This design comes from an exercise in tuning for small area on the open sky130 flow, not from production work.
In this exercise RTL edits were held to simulation tests only and were not proved equivalent to the original.
Power is estimated from default activity; no workload was simulated.

**config.mk**
```make
export PLATFORM = sky130hd
export DESIGN_NAME = kb_core
export DESIGN_NICKNAME = kb_core
export VERILOG_FILES = /design/flow/design.v
export SDC_FILE = /design/flow/constraint.sdc
export NUM_CORES = 4
export LEC_CHECK = 0
export CAP_MARGIN = 20
export CORE_MARGIN = 2
export CORE_UTILIZATION = 40
export SLEW_MARGIN = 20
```
**constraint.sdc**
```tcl
create_clock -name core_clock -period 10.0 [get_ports {clk}]
set_input_delay 2.0000 -clock core_clock [delete_from_list [all_inputs] [get_ports {clk}]]
set_output_delay 2.0000 -clock core_clock [all_outputs]
set_load 0.01 [all_outputs]
```
**design.v**
```verilog
module kb_keymap (
    input  wire       layer,
    input  wire [3:0] c,
    input  wire [2:0] r,
    output reg  [7:0] code
);
    always @(*) begin
        case ({layer, c, r})
            {1'b0, 4'd0, 3'd0}: code = 8'h29;   
            {1'b0, 4'd0, 3'd1}: code = 8'h35;   
            {1'b0, 4'd0, 3'd2}: code = 8'h2B;   
            {1'b0, 4'd0, 3'd3}: code = 8'h39;   
            {1'b0, 4'd0, 3'd4}: code = 8'hE1;   
            {1'b0, 4'd0, 3'd5}: code = 8'hE0;   
            {1'b0, 4'd1, 3'd0}: code = 8'h3A;   
            {1'b0, 4'd1, 3'd1}: code = 8'h1E;   
            {1'b0, 4'd1, 3'd2}: code = 8'h14;   
            {1'b0, 4'd1, 3'd3}: code = 8'h04;   
            {1'b0, 4'd1, 3'd4}: code = 8'h1D;   
            {1'b0, 4'd1, 3'd5}: code = 8'hE3;   
            {1'b0, 4'd2, 3'd0}: code = 8'h3B;   
            {1'b0, 4'd2, 3'd1}: code = 8'h1F;   
            {1'b0, 4'd2, 3'd2}: code = 8'h1A;   
            {1'b0, 4'd2, 3'd3}: code = 8'h16;   
            {1'b0, 4'd2, 3'd4}: code = 8'h1B;   
            {1'b0, 4'd2, 3'd5}: code = 8'hE2;   
            {1'b0, 4'd3, 3'd0}: code = 8'h3C;   
            {1'b0, 4'd3, 3'd1}: code = 8'h20;   
            {1'b0, 4'd3, 3'd2}: code = 8'h08;   
            {1'b0, 4'd3, 3'd3}: code = 8'h07;   
            {1'b0, 4'd3, 3'd4}: code = 8'h06;   
            {1'b0, 4'd4, 3'd0}: code = 8'h3D;   
            {1'b0, 4'd4, 3'd1}: code = 8'h21;   
            {1'b0, 4'd4, 3'd2}: code = 8'h15;   
            {1'b0, 4'd4, 3'd3}: code = 8'h09;   
            {1'b0, 4'd4, 3'd4}: code = 8'h19;   
            {1'b0, 4'd5, 3'd0}: code = 8'h3E;   
            {1'b0, 4'd5, 3'd1}: code = 8'h22;   
            {1'b0, 4'd5, 3'd2}: code = 8'h17;   
            {1'b0, 4'd5, 3'd3}: code = 8'h0A;   
            {1'b0, 4'd5, 3'd4}: code = 8'h05;   
            {1'b0, 4'd5, 3'd5}: code = 8'h2C;   
            {1'b0, 4'd6, 3'd0}: code = 8'h3F;   
            {1'b0, 4'd6, 3'd1}: code = 8'h23;   
            {1'b0, 4'd6, 3'd2}: code = 8'h1C;   
            {1'b0, 4'd6, 3'd3}: code = 8'h0B;   
            {1'b0, 4'd6, 3'd4}: code = 8'h11;   
            {1'b0, 4'd7, 3'd0}: code = 8'h40;   
            {1'b0, 4'd7, 3'd1}: code = 8'h24;   
            {1'b0, 4'd7, 3'd2}: code = 8'h18;   
            {1'b0, 4'd7, 3'd3}: code = 8'h0D;   
            {1'b0, 4'd7, 3'd4}: code = 8'h10;   
            {1'b0, 4'd8, 3'd0}: code = 8'h41;   
            {1'b0, 4'd8, 3'd1}: code = 8'h25;   
            {1'b0, 4'd8, 3'd2}: code = 8'h0C;   
            {1'b0, 4'd8, 3'd3}: code = 8'h0E;   
            {1'b0, 4'd8, 3'd4}: code = 8'h36;   
            {1'b0, 4'd9, 3'd0}: code = 8'h42;   
            {1'b0, 4'd9, 3'd1}: code = 8'h26;   
            {1'b0, 4'd9, 3'd2}: code = 8'h12;   
            {1'b0, 4'd9, 3'd3}: code = 8'h0F;   
            {1'b0, 4'd9, 3'd4}: code = 8'h37;   
            {1'b0, 4'd9, 3'd5}: code = 8'hE6;   
            {1'b0, 4'd10, 3'd0}: code = 8'h43;   
            {1'b0, 4'd10, 3'd1}: code = 8'h27;   
            {1'b0, 4'd10, 3'd2}: code = 8'h13;   
            {1'b0, 4'd10, 3'd3}: code = 8'h33;   
            {1'b0, 4'd10, 3'd4}: code = 8'h38;   
            {1'b0, 4'd10, 3'd5}: code = 8'hE7;   
            {1'b0, 4'd11, 3'd0}: code = 8'h44;   
            {1'b0, 4'd11, 3'd1}: code = 8'h2D;   
            {1'b0, 4'd11, 3'd2}: code = 8'h2F;   
            {1'b0, 4'd11, 3'd3}: code = 8'h34;   
            {1'b0, 4'd11, 3'd5}: code = 8'hE4;   
            {1'b0, 4'd12, 3'd0}: code = 8'h45;   
            {1'b0, 4'd12, 3'd1}: code = 8'h2E;   
            {1'b0, 4'd12, 3'd2}: code = 8'h30;   
            {1'b0, 4'd12, 3'd5}: code = 8'h50;   
            {1'b0, 4'd13, 3'd0}: code = 8'h46;   
            {1'b0, 4'd13, 3'd1}: code = 8'h2A;   
            {1'b0, 4'd13, 3'd2}: code = 8'h31;   
            {1'b0, 4'd13, 3'd3}: code = 8'h28;   
            {1'b0, 4'd13, 3'd4}: code = 8'hE5;   
            {1'b0, 4'd13, 3'd5}: code = 8'h51;   
            {1'b0, 4'd14, 3'd0}: code = 8'h4C;   
            {1'b0, 4'd14, 3'd1}: code = 8'h49;   
            {1'b0, 4'd14, 3'd4}: code = 8'h52;   
            {1'b0, 4'd14, 3'd5}: code = 8'h4F;   
            {1'b0, 4'd15, 3'd0}: code = 8'h4A;   
            {1'b0, 4'd15, 3'd1}: code = 8'h4B;   
            {1'b0, 4'd15, 3'd2}: code = 8'h4E;   
            {1'b0, 4'd15, 3'd3}: code = 8'h4D;   
            {1'b1, 4'd0, 3'd0}: code = 8'h01;   
            {1'b1, 4'd0, 3'd1}: code = 8'h35;   
            {1'b1, 4'd0, 3'd2}: code = 8'h2B;   
            {1'b1, 4'd0, 3'd3}: code = 8'h39;   
            {1'b1, 4'd0, 3'd4}: code = 8'hE5;   
            {1'b1, 4'd0, 3'd5}: code = 8'hE0;   
            {1'b1, 4'd1, 3'd0}: code = 8'h7F;   
            {1'b1, 4'd1, 3'd1}: code = 8'h1E;   
            {1'b1, 4'd1, 3'd2}: code = 8'h14;   
            {1'b1, 4'd1, 3'd3}: code = 8'h03;   
            {1'b1, 4'd1, 3'd4}: code = 8'h1D;   
            {1'b1, 4'd1, 3'd5}: code = 8'hE3;   
            {1'b1, 4'd2, 3'd0}: code = 8'h80;   
            {1'b1, 4'd2, 3'd1}: code = 8'h1F;   
            {1'b1, 4'd2, 3'd2}: code = 8'h1A;   
            {1'b1, 4'd2, 3'd3}: code = 8'h16;   
            {1'b1, 4'd2, 3'd4}: code = 8'h1B;   
            {1'b1, 4'd2, 3'd5}: code = 8'hE2;   
            {1'b1, 4'd3, 3'd0}: code = 8'h81;   
            {1'b1, 4'd3, 3'd1}: code = 8'h20;   
            {1'b1, 4'd3, 3'd2}: code = 8'h08;   
            {1'b1, 4'd3, 3'd3}: code = 8'h07;   
            {1'b1, 4'd4, 3'd0}: code = 8'h74;   
            {1'b1, 4'd4, 3'd1}: code = 8'h21;   
            {1'b1, 4'd4, 3'd2}: code = 8'h15;   
            {1'b1, 4'd4, 3'd3}: code = 8'h09;   
            {1'b1, 4'd4, 3'd4}: code = 8'h19;   
            {1'b1, 4'd5, 3'd0}: code = 8'h75;   
            {1'b1, 4'd5, 3'd1}: code = 8'h22;   
            {1'b1, 4'd5, 3'd2}: code = 8'h17;   
            {1'b1, 4'd5, 3'd3}: code = 8'h0A;   
            {1'b1, 4'd5, 3'd4}: code = 8'h05;   
            {1'b1, 4'd6, 3'd0}: code = 8'h76;   
            {1'b1, 4'd6, 3'd1}: code = 8'h23;   
            {1'b1, 4'd6, 3'd2}: code = 8'h1C;   
            {1'b1, 4'd6, 3'd3}: code = 8'h0B;   
            {1'b1, 4'd6, 3'd4}: code = 8'h11;   
            {1'b1, 4'd7, 3'd0}: code = 8'h77;   
            {1'b1, 4'd7, 3'd1}: code = 8'h24;   
            {1'b1, 4'd7, 3'd2}: code = 8'h18;   
            {1'b1, 4'd7, 3'd3}: code = 8'h0D;   
            {1'b1, 4'd7, 3'd4}: code = 8'h10;   
            {1'b1, 4'd8, 3'd0}: code = 8'h78;   
            {1'b1, 4'd8, 3'd1}: code = 8'h25;   
            {1'b1, 4'd8, 3'd2}: code = 8'h0C;   
            {1'b1, 4'd8, 3'd3}: code = 8'h0E;   
            {1'b1, 4'd8, 3'd4}: code = 8'h36;   
            {1'b1, 4'd9, 3'd0}: code = 8'h79;   
            {1'b1, 4'd9, 3'd1}: code = 8'h26;   
            {1'b1, 4'd9, 3'd2}: code = 8'h12;   
            {1'b1, 4'd9, 3'd3}: code = 8'h0F;   
            {1'b1, 4'd9, 3'd4}: code = 8'h37;   
            {1'b1, 4'd9, 3'd5}: code = 8'hE6;   
            {1'b1, 4'd10, 3'd0}: code = 8'h7A;   
            {1'b1, 4'd10, 3'd1}: code = 8'h27;   
            {1'b1, 4'd10, 3'd2}: code = 8'h13;   
            {1'b1, 4'd10, 3'd3}: code = 8'h33;   
            {1'b1, 4'd10, 3'd4}: code = 8'h38;   
            {1'b1, 4'd10, 3'd5}: code = 8'hE7;   
            {1'b1, 4'd11, 3'd0}: code = 8'h7B;   
            {1'b1, 4'd11, 3'd1}: code = 8'h2D;   
            {1'b1, 4'd11, 3'd2}: code = 8'h2F;   
            {1'b1, 4'd11, 3'd3}: code = 8'h34;   
            {1'b1, 4'd11, 3'd5}: code = 8'hE4;   
            {1'b1, 4'd12, 3'd0}: code = 8'h7C;   
            {1'b1, 4'd12, 3'd1}: code = 8'h2E;   
            {1'b1, 4'd12, 3'd2}: code = 8'h30;   
            {1'b1, 4'd12, 3'd5}: code = 8'h4A;   
            {1'b1, 4'd13, 3'd0}: code = 8'h48;   
            {1'b1, 4'd13, 3'd1}: code = 8'h2A;   
            {1'b1, 4'd13, 3'd2}: code = 8'h31;   
            {1'b1, 4'd13, 3'd3}: code = 8'h28;   
            {1'b1, 4'd13, 3'd4}: code = 8'hE5;   
            {1'b1, 4'd13, 3'd5}: code = 8'h4E;   
            {1'b1, 4'd14, 3'd0}: code = 8'h47;   
            {1'b1, 4'd14, 3'd1}: code = 8'h49;   
            {1'b1, 4'd14, 3'd4}: code = 8'h4B;   
            {1'b1, 4'd14, 3'd5}: code = 8'h4D;   
            {1'b1, 4'd15, 3'd0}: code = 8'h02;   
            {1'b1, 4'd15, 3'd1}: code = 8'h4B;   
            {1'b1, 4'd15, 3'd2}: code = 8'h4E;   
            {1'b1, 4'd15, 3'd3}: code = 8'h4D;   
            default: code = 8'h00;
        endcase
    end
endmodule
module kb_core (
    input  wire        clk,
    input  wire        rst,             
    output wire [15:0] col,
    input  wire [5:0]  row,
    output wire        tx_push,
    output wire [63:0] tx_report,
    input  wire        tx_ok,
    input  wire        hreq_valid,
    input  wire        hreq_set,
    input  wire [1:0]  hreq_type,
    input  wire [7:0]  hreq_id,
    input  wire [3:0]  hreq_len,
    input  wire [7:0]  hreq_data,
    output reg         hresp_valid,
    output reg         hresp_err,
    output wire [63:0] hresp_report,
    output reg  [4:0]  leds,
    output wire        boot
);
    reg  [9:0] q;
    reg        scan;
    reg        first;
    reg        booted;
    wire [3:0] c   = q[7:4];
    wire [3:0] sub = q[3:0];
    assign col = (scan && sub >= 4'd3 && sub <= 4'd8) ? (16'd1 << c) : 16'd0;
    wire smp      = scan && sub == 4'd7;
    wire post_end = !scan && (first ? q == 10'd488 : q == 10'd63);
    wire enc_reg  = q[9:7] == 3'b010;
    wire [9:0] inc = scan ? ((sub == 4'd13 && c != 4'd15) ? 10'd5 : 10'd1)
                          : ((enc_reg && q[2:0] == 3'd5) ? 10'd3 : 10'd1);
    always @(posedge clk) begin
        if (rst) begin
            q     <= 10'd2;
            scan  <= 1'b1;
            first <= 1'b1;
        end else if (post_end && !booted) begin
            q     <= 10'd2;
            scan  <= 1'b1;
            first <= 1'b0;
        end else begin
            q <= q + inc;
            if (q == 10'd253) scan <= 1'b0;
        end
    end
    reg  [3:0]  ph;
    reg  [17:0] ring [0:15];
    reg  [5:0]  sb [0:1];           
    reg  [1:0]  pend;
    wire        tap_col_hit = scan ? (ph == c || ph == c - 4'd1) : (ph == 4'd15);
    wire        upd = pend[ph[0]] && tap_col_hit;
    wire [5:0]  x   = sb[ph[0]];
    function [2:0] deb_next(input [2:0] s, input xi, input fi);
        reg diff;
        begin
            diff = xi ^ s[2];
            if (fi) deb_next = {xi, 2'b00};
            else deb_next = {(s[1] && !s[0]) ? xi : s[2], diff && s[0], diff && !s[1]};
        end
    endfunction
    integer i;
    reg [17:0] tap_new;
    always @(*) begin
        for (i = 0; i < 6; i = i + 1)
            tap_new[i*3 +: 3] = upd ? deb_next(ring[15][i*3 +: 3], x[i], first)
                                    : ring[15][i*3 +: 3];
    end
    always @(posedge clk) begin
        ph <= ph + 4'd1;
        ring[0] <= tap_new;
        for (i = 1; i < 16; i = i + 1)
            ring[i] <= ring[i - 1];
        if (smp) sb[c[0]] <= row;
        if (rst) pend <= 2'b00;
        else begin
            if (upd) pend[ph[0]] <= 1'b0;
            if (smp) pend[c[0]] <= 1'b1;
        end
    end
    reg  [2:0] fn;
    always @(posedge clk)
        if (smp && c == 4'd15) fn <= deb_next(fn, row[5], first);
    wire layer = fn[2];
    wire [3:0] ec = q[6:3];
    wire [2:0] er = q[2:0];
    wire [3:0] rs = ph + ~ec;       
    wire [17:0] rcol = ring[rs];
    wire pressed = (er == 3'd0) ? rcol[2]  : (er == 3'd1) ? rcol[5]  :
                   (er == 3'd2) ? rcol[8]  : (er == 3'd3) ? rcol[11] :
                   (er == 3'd4) ? rcol[14] : rcol[17];
    wire run = !scan && !first;
    wire clr = run && q == 10'd255;
    wire enc = run && enc_reg;
    wire [7:0] code;
    kb_keymap u_map (.layer(layer), .c(ec), .r(er), .code(code));
    wire cls_empty = (code == 8'h00);
    wire cls_sent  = (code[7:2] == 6'd0) && !cls_empty;
    wire cls_mod   = (code[7:3] == 5'b11100);
    wire cls_norm  = !cls_empty && !cls_sent && !cls_mod;
    reg  [7:0] slot [0:5];
    reg  [7:0] mods;
    wire [5:0] z;
    genvar g;
    generate for (g = 0; g < 6; g = g + 1) begin : gz
        assign z[g] = (slot[g] == 8'h00);
    end endgenerate
    wire act  = enc && pressed;
    wire roll = act && cls_norm && !z[5];
    wire fill = clr || roll || (act && cls_sent);
    wire [7:0] data = clr ? 8'h00 : roll ? 8'h01 : code;
    always @(posedge clk) begin
        for (i = 0; i < 6; i = i + 1)
            if (fill || (act && cls_norm && z[i] && (i == 0 || !z[i - 1 + (i == 0)])))
                slot[i] <= data;
        if (clr) mods <= 8'h00;
        else if (act && cls_mod) mods <= mods | (8'h01 << code[2:0]);
    end
    wire bootnow = !scan && first && q == 10'd256 && pressed;
    assign boot = booted || bootnow;
    always @(posedge clk) begin
        if (rst) booted <= 1'b0;
        else if (bootnow) booted <= 1'b1;
    end
    reg  [55:0] br;         
    reg  [55:0] last;       
    wire commit = run && q == 10'd386;
    always @(posedge clk) begin
        if (rst) br <= 56'd0;
        else if (commit) br <= {slot[5], slot[4], slot[3], slot[2], slot[1], slot[0], mods};
    end
    assign tx_push   = run && q == 10'd387 && (br != last);
    assign tx_report = {br[55:8], 8'h00, br[7:0]};
    always @(posedge clk) begin
        if (rst) last <= 56'd0;
        else if (tx_push && tx_ok) last <= br;
    end
    reg rset;
    assign hresp_report = rset ? 64'd0 : tx_report;
    always @(posedge clk) begin
        rset        <= hreq_set;
        hresp_valid <= hreq_valid && !rst;
        hresp_err   <= hreq_set ? !(hreq_type == 2'd2 && hreq_id == 8'd0 && hreq_len == 4'd1)
                                : (hreq_type != 2'd1);
        if (rst) leds <= 5'd0;
        else if (hreq_valid && hreq_set && hreq_type == 2'd2 && hreq_id == 8'd0 && hreq_len == 4'd1)
            leds <= hreq_data[4:0];
    end
endmodule
```
**run.sh**
```bash
#!/bin/bash
# synth_recipe.tcl (not shown) runs the flow's synth.tcl, then flattens the netlist and writes it again
# the make line also repeats each setting of config.mk as NAME=value (left out here)
make -C /OpenROAD-flow-scripts/flow DESIGN_CONFIG=/design/flow/config.mk WORK_HOME=/design/flow/orfs CLKGATE_MAP_FILE= SYNTH_SCRIPT=/design/flow/synth_recipe.tcl finish
```
==> notes.md <==
-- metal layers --
layer  vias to the layer above  global-route usage  routed length [um]
li1                       6467                   -                   -
met1                      6448               0.277               22300
met2                       448               0.295               20900
met3                        81              0.0335                2990
met4                         0              0.0653                1150
met5                         -                   0                   0
-- worst paths after layout --
kind	endpoint	cells past startpoint
worst max-delay path	boot	12
worst min-delay path	ring[1][1]	0
worst max register to register	slot[3][6]	12
worst min register to register	ring[1][1]	0
-- cells by family (layout without fill, tap and decap cells) --
group,count (synthesis),in the layout
xor+xnor,82,82
simple gates,577,577
compound gates,345,345
flops,498,498
mux,98,98
buf+inv,165,307
other cells,1,16
fa+ha+maj,21,21
-- cells in the final DEF (no fill, tap or decap), types with 10 or more instances in the layout --
| cell | n |
|---|---|
| nand2b_1 | 20 |
| a31oi_1 | 12 |
| nor3_1 | 19 |
| buf_4 | 19 |
| nor2b_1 | 78 |
| nor2_1 | 132 |
| conb_1 | 16 |
| o31ai_1 | 23 |
| xor2_1 | 28 |
| a21oi_1 | 107 |
| o21ai_0 | 47 |
| edfxtp_1 | 63 |
| nor4_1 | 21 |
| mux2_2 | 10 |
| o41ai_1 | 13 |
| mux2i_1 | 84 |
| a21o_1 | 10 |
| xnor2_1 | 53 |
| nand3_1 | 32 |
| dfxtp_1 | 431 |
| clkdlybuf4s50_1 | 165 |
| ha_1 | 19 |
| inv_1 | 30 |
| o211ai_1 | 15 |
| nand2_1 | 192 |
| clkbuf_8 | 11 |
| and3_1 | 12 |
| clkbuf_16 | 52 |
| nand4_1 | 19 |
-- registers in the layout, summed over array words and instances, names as in the netlist, 3 cells and up --
signal,count
br,56
fn,3
last,56
leds,5
mods,8
ph,4
q,10
ring,288
sb,12
slot,48
-- through the flow --
| stage | hold slack (ps) | util |
|---|---|---|
| 3_5_place_dp | 312 | 0.451 |
| 5_1_grt | 326 | 0.487 |
| 3_3_place_gp | 310 | 0.450 |
| 2_1_floorplan | 310 | - |
| 6_report | 315 | 0.487 |
| 4_1_cts | 313 | 0.487 |
-- power by group --
| part | switching, uW | internal (uW) |
|---|---|---|
| combinational | 144 | 77.9 |
| clock | 775 | 1090 |
| sequential | 15.0 | 2050 |
-- Yosys cell counts (all sizes together), types with 6 or more instances --
cell type | number | area, um^2
nor4 | 22 | 144
and2 | 7 | 43.8
o311a | 7 | 70.1
a32oi | 6 | 60.1
nand2b | 21 | 134
a21o | 10 | 75.1
buf | 72 | 442
mux2 | 10 | 113
dfxtp | 435 | 8710
a211oi | 10 | 80.1
o2111ai | 6 | 52.6
o211ai | 17 | 138
o311ai | 9 | 78.8
mux2i | 84 | 841
or4 | 6 | 45.0
o21ai | 51 | 255
nand4 | 20 | 131
a21oi | 108 | 544
nor3 | 19 | 95.1
o41ai | 13 | 114
clkbuf | 62 | 233
a221oi | 7 | 61.3
nand2 | 196 | 741
a31oi | 12 | 75.1
and3 | 12 | 75.1
a22oi | 10 | 80.1
nor2b | 78 | 488
ha | 19 | 238
nand3 | 32 | 160
edfxtp | 63 | 1890
xor2 | 29 | 262
inv | 30 | 113
nand3b | 6 | 45.0
nor2 | 132 | 495
o31ai | 23 | 173
or2 | 10 | 62.6
xnor2 | 53 | 464
-- final cells by class --
type	count	area (um^2)
Timing Repair Buffer	185	1810
Clock buffer	72	1490
Inverter	31	116
Fill cell	4203	23400
Clock inverter	19	188
Tap cell	600	751
Sequential cell	498	10600
Multi-Input combinational cell	1139	7260
-- critical path, stage by stage, from the launching register on --
cell and delay (ps):
dfxtp_1 770, ha_1 280, inv_1 60, fa_1 440
xor2_2 630, buf_4 370, nand2_1 80, a32o_1 270
o211ai_2 180, a21oi_1 110, o31ai_1 580, a21o_1 250
clkdlybuf4s50_1 560
==> out/results.txt <==
worst path arrival time -> 5180 ps
mux share of post-synthesis cell area -> 0.0562
RR Startpoint -> ph[0]
crit path launch -> ph[0]
antenna cells -> 0
total wire length -> 47.3 mm
area post-placement -> 0.0205 mm^2
largest net degree at the start of global routing -> 82
hold path startpoint -> ring[0][1]
Num Clock Sinks -> 498
CTS resizes -> 0
Post-Syn Instances -> 1787
Max Buffers Root-to-Sink -> 3
kind of critical path -> reg2out
starting DRC count in detailed routing -> 1125
RSZ-0062 raised after global routing -> false
die height -> 219 um
initial antenna violation count -> 0
largest family of logic cells by synthesized area -> simple AND/OR/NAND/NOR gates
Slew Limit Fails -> 0
first-pass GRT wire length -> 72.7 mm
Inst Count DP -> 2453
nets -> 1960
Final Setup Violations -> 0
Layout area overhead -> 19.6%
Synth Area in Simple Gates -> 0.150
CP required -> 8000 ps
total power draw -> 4150 uW
CTS Hold Bufs -> 0
Post-Place Setup Slack -> 3460 ps
Worst Hold Class -> reg2reg
Max VDD drop -> 0.127 mV
CTS tree -> done
worst slew pin tran -> 1040 ps
FF+latch count, synth -> 498
Post-synth ARST share -> 0
Seq/Total Area, Yosys -> 0.571
total die area -> 0.0482 mm^2
reg2reg setup slack -> 4470 ps
Final Cycle Share -> 0.718
postcts setup bufs -> 0
Critical Path End Type -> primary output
core area -> 0.0456 mm^2
pwr dens -> 187 mW/mm^2
design area -> 0.0222 mm^2
H-tree levels -> 2
EDFF count, synth -> 63
vias in the first global route -> 12.8k
Post-Synth Adder-Cell Area -> 0.0150
Slew headroom -> 0.306
DR vias/cell -> 5.28
Max Freq -> 139 MHz
Post-DRT Antenna Nets -> 0
First-pass DRT Iterations -> 5
XOR/XNOR share of the synthesized area -> 0.0391
worst-path fanout max -> 17
Final Hold Viols -> 0
Placer Congestion -> 0.923
setup tns final -> 0 ps
layout cells sized above 1 -> 0.0772
Tmin final -> 7180 ps
clock slew at reported path FFs -> 60 ps
Top Ports -> 186
Core Rows -> 78
Startpoint Class -> flip-flop
ys flop type -> dfxtp_1
via count -> 13.4k
MaxCap Viol Count -> 0
Root Driver -> clkbuf_16
status -> no timing/DRC/antenna violations
Avg Cell Area, Syn -> 10.4 um^2
clock latency (worst-skew pair) -> 590 ps
GRT Overall Usage -> 0.194
cts bufs inserted -> 51
Max Clock Skew -> 21.5 ps
Pleak -> 0.00854 uW
synth warn -> 4
final std cells w/o fill -> 2544
IO buf count -> 166
initial core utilization -> 0.408
setup slack after layout -> 2820 ps
Die X -> 219 um
DRC viols -> 0
synthesized cell area -> 0.0186 mm^2
DP HPWL -> 31.6 mm
post-synthesis compound-gate area fraction -> 0.126
average routed wire per standard cell -> 18.6 um
global route overflow -> 0
count of cell types in the netlist -> 85

separate check: timing with driven ports:
In the flow no input, the clock included, has a driving cell. The finished layout below was timed again as built, in two steps.
Step 1 sets driving cells, clkbuf_16 on the clock port and buf_2 on the other inputs (assumed; they add their load-dependent delay and slew).
Step 2 also shifts input and output timing later by t, the mid clock arrival at the registers, as if the neighbouring blocks saw the same clock.
Three values: ideal ports, drivers, drivers and shift; two values: the first two.
t (ns): 0.634
setup WS [ns]: 2.821 / 2.766 / 3.400
worst hold slack (ns): 0.315 / 0.315 / 0.315
worst setup path at the end: register to output
worst register clock-pin slew, ns: 0.06 / 0.06
After both steps this run still meets setup and hold. The setup slack of this run moves by -0.055 ns with the drivers and by +0.579 ns with both steps.
